Source: an optimization exercise on an open RTL-to-GDS flow (aim: small area, a short achievable clock period and few clock cycles). Production flows keep margins and buffers that such runs may drop. Where RTL was checked, it was by simulation tests only, not by an equivalence proof against the original. Power is estimated from default activity; no workload was simulated.

## dither_mono
module dither_mono #(
    parameter W = 32
) (
    input  wire        clk,
    input  wire        rst,
    input  wire        in_valid,
    output wire        in_ready,
    input  wire [15:0] in_pixel,
    input  wire        in_sof,
    input  wire [7:0]  cfg_thr,
    input  wire        cfg_dither,
    output wire        out_valid,
    input  wire        out_ready,
    output wire [7:0]  out_byte
);
    function [5:0] q7_off(input [6:0] s);
        case (s)
        7'd0: q7_off = 6'd0;
        7'd1: q7_off = 6'd0;
        7'd2: q7_off = 6'd0;
        7'd3: q7_off = 6'd1;
        7'd4: q7_off = 6'd1;
        7'd5: q7_off = 6'd2;
        7'd6: q7_off = 6'd2;
        7'd7: q7_off = 6'd3;
        7'd8: q7_off = 6'd3;
        7'd9: q7_off = 6'd3;
        7'd10: q7_off = 6'd4;
        7'd11: q7_off = 6'd4;
        7'd12: q7_off = 6'd5;
        7'd13: q7_off = 6'd5;
        7'd14: q7_off = 6'd6;
        7'd15: q7_off = 6'd6;
        7'd16: q7_off = 6'd7;
        7'd17: q7_off = 6'd7;
        7'd18: q7_off = 6'd7;
  ...
export LEC_CHECK = 0
export CAP_MARGIN = 20
export CORE_MARGIN = 2
export CORE_UTILIZATION = 40
export PLACE_DENSITY = 0.6
export SLEW_MARGIN = 20
create_clock -name core_clock -period 13.0 [get_ports {clk}]
run.sh (not shown) runs the stock make flow with config.mk's settings and CLKGATE_MAP_FILE= SYNTH_SCRIPT=/design/flow/synth_recipe.tcl, a recipe that flattens the netlist after the stock synthesis.
Testbench counts at the start, summed over its fixed seeds: cycles 20,640.
Change:
CTS_CLUSTER_DIAMETER = 80   (was unset)
CTS_CLUSTER_SIZE = 30   (was unset)
Final area decreases by about 3.4%. Via count shrinks by 1.7%. Worst hold slack gets worse by 0.0043 ns.
Change:
==> flow/flow/run.sh (new file) <==
#!/bin/bash
# The standard layout, with every port buffered by a buf_4 instead of the
# default port buffer, and timing repair aiming for more setup slack than
# the clock period needs.
set -euo pipefail
export BUFFER_PORTS_ARGS="-buffer_cell sky130_fd_sc_hd__buf_4"
export SETUP_SLACK_MARGIN=9.3
bash standard.sh finish > flow_make.log 2>&1
==> flow/standard.sh (new file) <==
#!/bin/bash
# synth_recipe.tcl (not shown) runs the flow's synth.tcl, then flattens the netlist and writes it again
# the make line also repeats each setting of config.mk as NAME=value (left out here)
make -C /OpenROAD-flow-scripts/flow DESIGN_CONFIG=/design/flow/config.mk WORK_HOME=/design/flow/orfs CLKGATE_MAP_FILE= SYNTH_SCRIPT=/design/flow/synth_recipe.tcl "${@:-finish}"
CTS_CLUSTER_DIAMETER = unset   (was 80)
CTS_CLUSTER_SIZE = unset   (was 30)
removed: flow/run.sh
Effect: The new run passed the timing, DRC and antenna checks; global-route usage climbs by 0.57 points; clock skew drops by 0.0055 ns; routed wire length climbs by 5.5%; design area climbs by 5.4%; combinational power climbs by 9.4%; core utilization climbs by 2.3 points.
Change:
==> flow/flow/run.sh (replaced) <==
#!/bin/bash
# The standard layout, with every port buffered by a buf_4 instead of the
# default port buffer.
set -euo pipefail
export BUFFER_PORTS_ARGS="-buffer_cell sky130_fd_sc_hd__buf_4"
bash standard.sh finish > flow_make.log 2>&1
After rerunning:
- core utilization fell by 0.82 points
- via count fell by 0.74%
- sequential power hardly moves
- clock power is about the same
- clock skew rose by 0.0042 ns
- cell area fell by 1.8%
- sequential share of layout area rose by 0.96 points
- power fell by 3.1%
- final cell count fell by 0.74%
- worst hold slack gets better by 0.0030 ns
- global-route usage barely changes


Another version of the RTL of dither_mono (not shown whole).
Size: ~2000 cells after synthesis, about 40 I/O pins.
Settings: LEC_CHECK=0, CAP_MARGIN=20, CORE_MARGIN=2, CORE_UTILIZATION=70, CTS_CLUSTER_DIAMETER=60, CTS_CLUSTER_SIZE=25, PLACE_DENSITY=0.8, SLEW_MARGIN=20; clock period 13.0 ns.
standard.sh (not shown) runs the stock make flow with config.mk's settings and CLKGATE_MAP_FILE= SYNTH_SCRIPT=/design/flow/synth_recipe.tcl, a recipe that flattens the netlist after the stock synthesis.
==> flow/flow/run.sh <==
#!/bin/bash
# The standard layout, with every port buffered by a buf_4 instead of the
# default port buffer, and timing repair aiming for more setup slack than
# the clock period needs.
set -euo pipefail
export BUFFER_PORTS_ARGS="-buffer_cell sky130_fd_sc_hd__buf_4"
export SETUP_SLACK_MARGIN=9.3
bash standard.sh finish > flow_make.log 2>&1
Edit:
CORE_UTILIZATION = 60   (was 70)
PLACE_DENSITY = 0.7   (was 0.8)
Hold slack stays flat.
Final cell count went up by 2.7%.
Critical path depth went down by 14.
No functional check of the RTL was part of any run of this note.


## main
dither_mono, a different RTL version from the one above (not shown whole).
Size: roughly 620 flip-flops, about 40 I/O pins, about 0.028 mm^2 of cells after synthesis.
clock: 13.0 ns
lec_check: 0
cap_margin: 20
core_margin: 2
core_utilization: 60
cts_cluster_diameter: 60
cts_cluster_size: 25
place_density: 0.7
slew_margin: 20
==> flow/flow/run.sh <==
#!/bin/bash
# The standard layout, with every port buffered by a buf_4 instead of the
# default port buffer, and timing repair aiming for more setup slack than
# the clock period needs.
set -euo pipefail
export BUFFER_PORTS_ARGS="-buffer_cell sky130_fd_sc_hd__buf_4"
export SETUP_SLACK_MARGIN=9.2
bash standard.sh finish > flow_make.log 2>&1
main: no failed stages, no open violations at the end
Testbench counts of main, summed over its fixed seeds: cycles 20,640.
The inputs of the feature branch differ from those of main as listed below.
Settings: changing CORE_UTILIZATION from 60 to 65; changing PLACE_DENSITY from 0.7 to 0.75.
diff --git a/flow/flow/run.sh b/flow/flow/run.sh
--- a/flow/flow/run.sh
+++ b/flow/flow/run.sh
@@ -6,3 +6,3 @@
 export BUFFER_PORTS_ARGS="-buffer_cell sky130_fd_sc_hd__buf_4"
-export SETUP_SLACK_MARGIN=9.2
+export SETUP_SLACK_MARGIN=9.3
 bash standard.sh finish > flow_make.log 2>&1
==> run summary <==
- In summary, the feature branch completed successfully, with a layout that passed the timing, DRC and antenna checks.
- Final design area excluding fillers up about 0.55% in the feature branch wrt main
- Relative to main, total of fill cells in the finished design decreased by about 16% in the feature branch.
- Relative to main, per-cell routed wire length has gone up in the feature branch.
- In the reports for the feature branch and main, the smaller number of rows created at floorplan belongs to the feature branch.
- According to the power report, total power for the feature branch is higher than for main.
- The run showing the smaller final core area utilization is main.
- The run with more routed wire is the feature branch, not main.
- Between the feature branch and main, the final clock period utilization by the worst path figures differ only marginally.


Another version of the RTL of dither_mono (not shown whole).
For scale: ~1,800 cells after synthesis, ~620 flip-flops.
==> flow/config.mk <==
export PLATFORM = sky130hd
export DESIGN_NAME = dither_mono
export DESIGN_NICKNAME = dither_mono
export VERILOG_FILES = /design/flow/design.v
export SDC_FILE = /design/flow/constraint.sdc
export NUM_CORES = 4
export LEC_CHECK = 0
export CAP_MARGIN = 20
export CORE_MARGIN = 2
export CORE_UTILIZATION = 55
export CTS_CLUSTER_DIAMETER = 60
export CTS_CLUSTER_SIZE = 25
export PLACE_DENSITY = 0.65
export SLEW_MARGIN = 20
==> flow/constraint.sdc <==
create_clock -name core_clock -period 13.0 [get_ports {clk}]
set_input_delay 2.6000 -clock core_clock [delete_from_list [all_inputs] [get_ports {clk}]]
set_output_delay 2.6000 -clock core_clock [all_outputs]
set_load 0.01 [all_outputs]
==> flow/flow/run.sh <==
#!/bin/bash
# The standard layout, with every port buffered by a buf_4 instead of the
# default port buffer, and timing repair aiming for more setup slack than
# the clock period needs.
set -euo pipefail
export BUFFER_PORTS_ARGS="-buffer_cell sky130_fd_sc_hd__buf_4"
export SETUP_SLACK_MARGIN=9.3
bash standard.sh finish > flow_make.log 2>&1
Testbench counts at the start, summed over its fixed seeds: cycles 20,640.
Then changed:
Settings changed: CORE_UTILIZATION 55 to 60, PLACE_DENSITY 0.65 to 0.7.
Result: The new run finished clean; worst setup slack degrades by 0.067 ns; critical path depth does not change; die area went down by 8.2%; sequential share of layout area is about the same; power hardly moves.


== pepper ==
dither_mono, a different RTL version from the one above (not shown whole).
Size in the first run: roughly 650 flip-flops, about 40 I/O pins.
Design dither_mono, start of the top module:
module dither_mono #(
    parameter W = 32
) (
    input  wire        clk,
    input  wire        rst,
    input  wire        in_valid,
    output wire        in_ready,
    input  wire [15:0] in_pixel,
    input  wire        in_sof,
    input  wire [7:0]  cfg_thr,
    input  wire        cfg_dither,
    output wire        out_valid,
    input  wire        out_ready,
    output wire [7:0]  out_byte
);
export LEC_CHECK = 0
export CAP_MARGIN = 20
export CORE_MARGIN = 2
export CORE_UTILIZATION = 60
export CTS_CLUSTER_DIAMETER = 60
export CTS_CLUSTER_SIZE = 35
export PLACE_DENSITY = 0.7
export SLEW_MARGIN = 20
create_clock -name core_clock -period 13.0 [get_ports {clk}]
Scripts as last shown in full above: flow/flow/run.sh
pepper: done, clean on timing, DRC and antenna
Testbench counts of pepper, summed over its fixed seeds: cycles 20,640.
The following lists how zinc was set up differently from pepper:
- CTS_CLUSTER_DIAMETER changed from 60 to 70
- CTS_CLUSTER_SIZE changed from 35 to 45
==> run summary <==
Total power ends up lower on zinc.
Of zinc and pepper, it is zinc that has the lower global-route met1 utilization.
pepper has higher cell area than zinc.
In the metrics for zinc and pepper, the one carrying the higher combinational cell fraction of total power is zinc.
zinc vs pepper — net switching share of the total power rose 0.21 points.
Power dissipated by switching net loads (lower): zinc
zinc: detailed-routing iteration count for the pre-antenna-repair pass 1 above pepper
zinc and pepper ended up with nearly the same worst endpoint data arrival time.
pepper has a higher number of instances resized during post-cts repair than zinc.
Status: sum of routed wire length over all layers parity (zinc, pepper)
The following lists how violet was set up differently from zinc:
- swapping 45 for 18 in CTS_CLUSTER_SIZE
- swapping 70 for 45 in CTS_CLUSTER_DIAMETER
- putting CTS_BUF_LIST at sky130_fd_sc_hd__clkbuf_8 where nothing was set
==> comparison <==
Going from zinc to violet, the post-route clock period utilization was found to have gone up by 0.77 points. zinc → violet: combinational power fell about 4%, routed wire length shows a reduction of about 0.8%. Between zinc and violet, the layout buffer count excluding clock buffers is higher for zinc.
The inputs of quartz differ from those of violet as listed below.
- a deleted CTS_BUF_LIST that had been sky130_fd_sc_hd__clkbuf_8
- a change of CTS_CLUSTER_SIZE from 18 to 25
- a change of CTS_CLUSTER_DIAMETER from 45 to 60
--- outcome ---
Compared quartz vs violet, and length of the first detailed-routing pass in iterations is down in quartz.
Delta(utilization, quartz - violet) > 0
Compared to violet, quartz has arrival time at the worst endpoint 0.11 ns lower.
Delta(routed wire length, quartz - violet) > 0
Maximum frequency from static timing analysis came out higher on quartz than on violet.
Relative to violet, relative contribution of the clock network to total power has gone down in quartz.
Going from violet to quartz, total non-filler cell area in the finished layout grows by about 0.4%.
Number of clock buffers in the layout delta for quartz relative to violet: 28 lower
Comparing violet and quartz, the lower number of cells in the finished layout apart from fillers is on quartz.
--- input diff quartz..maple ---
- a change of CORE_UTILIZATION from 60 to 70
- a change of PLACE_DENSITY from 0.7 to 0.8
quartz fits on a die that is larger than the die of maple.
Status: clock insertion delay at the later pin of the skew report parity (quartz, maple)
There was hardly any difference in share of the clock period used by the worst path after layout between quartz and maple.
Comparing shortest period the worst path allows for quartz and maple, the bigger number came from maple.
Compared with quartz, maple shows worst hold slack lower by 0.0042 ns.
Cts-stage hold buffer count: maple vs quartz, no meaningful difference
maple vs quartz: total power of the final layout down
Power in the clock group of quartz is on par with maple.


Another version of the RTL of dither_mono (not shown whole).
For scale: roughly 2600 cells after synthesis, about 40 I/O pins, roughly 0.031 mm² of cells after synthesis.
make LEC_CHECK=0 CAP_MARGIN=20 CORE_MARGIN=2 CORE_UTILIZATION=40 PLACE_DENSITY=0.6 SLEW_MARGIN=20 finish   # period 13.0 ns
run.sh (not shown) runs the stock make flow with config.mk's settings and CLKGATE_MAP_FILE= SYNTH_SCRIPT=/design/flow/synth_recipe.tcl, a recipe that flattens the netlist after the stock synthesis.
Stock flow here: none of the scripts above is used.
The baseline completed with no timing, DRC or antenna violations.
Testbench counts at the start, summed over its fixed seeds: cycles 20,640.
Change:
CTS_BUF_LIST = sky130_fd_sc_hd__clkbuf_4 sky130_fd_sc_hd__clkbuf_8   (was not set)
What happened: The changed run passed the timing, DRC and antenna checks; design area hardly moves; via count rises by 0.72%; clock skew rose by 0.043 ns; synthesized area does not change; core utilization stays flat; total power decreases by 1.4%; hold slack improved by 0.014 ns; cell count is higher by 1.8%; non-clock buffer count is unchanged.


dither_mono with an RTL version that a note above also has.
Size in the first run: about 1,900 cells after synthesis, ~620 flip-flops, ~40 I/O pins, about 28,000 um2 of cells after synthesis.
export LEC_CHECK = 0
export CAP_MARGIN = 20
export CORE_MARGIN = 2
export CORE_UTILIZATION = 55
export CTS_CLUSTER_DIAMETER = 60
export CTS_CLUSTER_SIZE = 25
export PLACE_DENSITY = 0.65
export SLEW_MARGIN = 20
create_clock -name core_clock -period 13.0 [get_ports {clk}]
standard.sh (not shown) runs the stock make flow with config.mk's settings and CLKGATE_MAP_FILE= SYNTH_SCRIPT=/design/flow/synth_recipe.tcl, a recipe that flattens the netlist after the stock synthesis.
Scripts as last shown in full above: flow/flow/run.sh
Testbench counts at the start, summed over its fixed seeds: cycles 20,640.
==> next run, changes <==
CORE_UTILIZATION = 60   (was 55)
PLACE_DENSITY = 0.7   (was 0.65)
The new run produced a clean layout.
Power fell by 1.2%.
Final cell count fell by 3.1%.
Global-route usage rose by 1.6 points.
Design area fell by 0.81%.
Critical path depth does not change.
Die area fell by 8.2%.
Setup slack got worse by 18 ps.
Synthesized cell count stays the same.
Flip-flop and latch count is unchanged.

## static timing again, ports no longer ideal
Ports are ideal in the flow. The routed layouts listed here were re-timed in OpenROAD. Step 1 assumes that a clkbuf_16 drives the clock port and a buf_2 every other input. Step 2 moves the port delays by t, midway between the first and last clock arrival at a register: inputs arrive t later, outputs are due t later. That takes back most of the time a late clock gives input paths. Slacks: no drivers / after step 1 / after step 2; pairs: no drivers / after step 1.
| run | shift t [ns] | setup WS [ns] | worst setup path after step 2 | slew at the worst register clock pin (ns) |
|---|---|---|---|---|
| the first run of note 1 | 0.665 | 8.444 / 8.444 / 8.444 | register to register | 0.06 / 0.06 |
| the second run of note 1 | 0.686 | 8.412 / 8.412 / 8.412 | register to register | 0.12 / 0.12 |
| the third run of note 1 | 0.663 | 9.233 / 9.220 / 8.784 | input to register | 0.06 / 0.06 |
| the fourth run of note 1 | 0.665 | 8.546 / 8.546 / 8.546 | register to register | 0.06 / 0.06 |
| the first run of note 2 | 0.642 | 9.283 / 9.232 / 8.938 | input to register | 0.10 / 0.10 |
| the second run of note 2 | 0.639 | 9.282 / 9.225 / 8.949 | input to register | 0.10 / 0.10 |
| main | 0.637 | 9.287 / 9.232 / 9.066 | input to register | 0.10 / 0.10 |
| the feature branch | 0.639 | 9.281 / 9.224 / 9.049 | input to register | 0.10 / 0.10 |
| the first run of note 4 | 0.651 | 9.170 / 9.189 / 8.540 | input to register | 0.10 / 0.10 |
| the second run of note 4 | 0.637 | 9.103 / 9.124 / 8.488 | input to register | 0.09 / 0.09 |
| pepper | 0.635 | 9.294 / 9.235 / 8.899 | input to register | 0.10 / 0.10 |
| zinc | 0.622 | 9.297 / 9.238 / 8.908 | input to register | 0.12 / 0.12 |
| violet | 0.708 | 9.198 / 9.146 / 8.906 | input to register | 0.11 / 0.11 |
| quartz | 0.629 | 9.307 / 9.251 / 8.910 | input to register | 0.09 / 0.09 |
| maple | 0.638 | 9.287 / 9.228 / 8.896 | input to register | 0.10 / 0.10 |
| the first run of note 6 | 0.653 | 8.187 / 8.187 / 8.187 | register to register | 0.07 / 0.07 |
| the second run of note 6 | 0.748 | 8.146 / 8.146 / 8.146 | register to register | 0.07 / 0.07 |
| the first run of note 7 | 0.637 | 9.296 / 9.239 / 9.035 | input to register | 0.09 / 0.09 |
| the second run of note 7 | 0.632 | 9.278 / 9.225 / 9.057 | input to register | 0.10 / 0.10 |
After both steps every run listed still meets setup and hold. For the first run of note 4, which loses most, drivers alone change the setup slack by +0.019 ns; drivers and shift together by -0.630 ns.
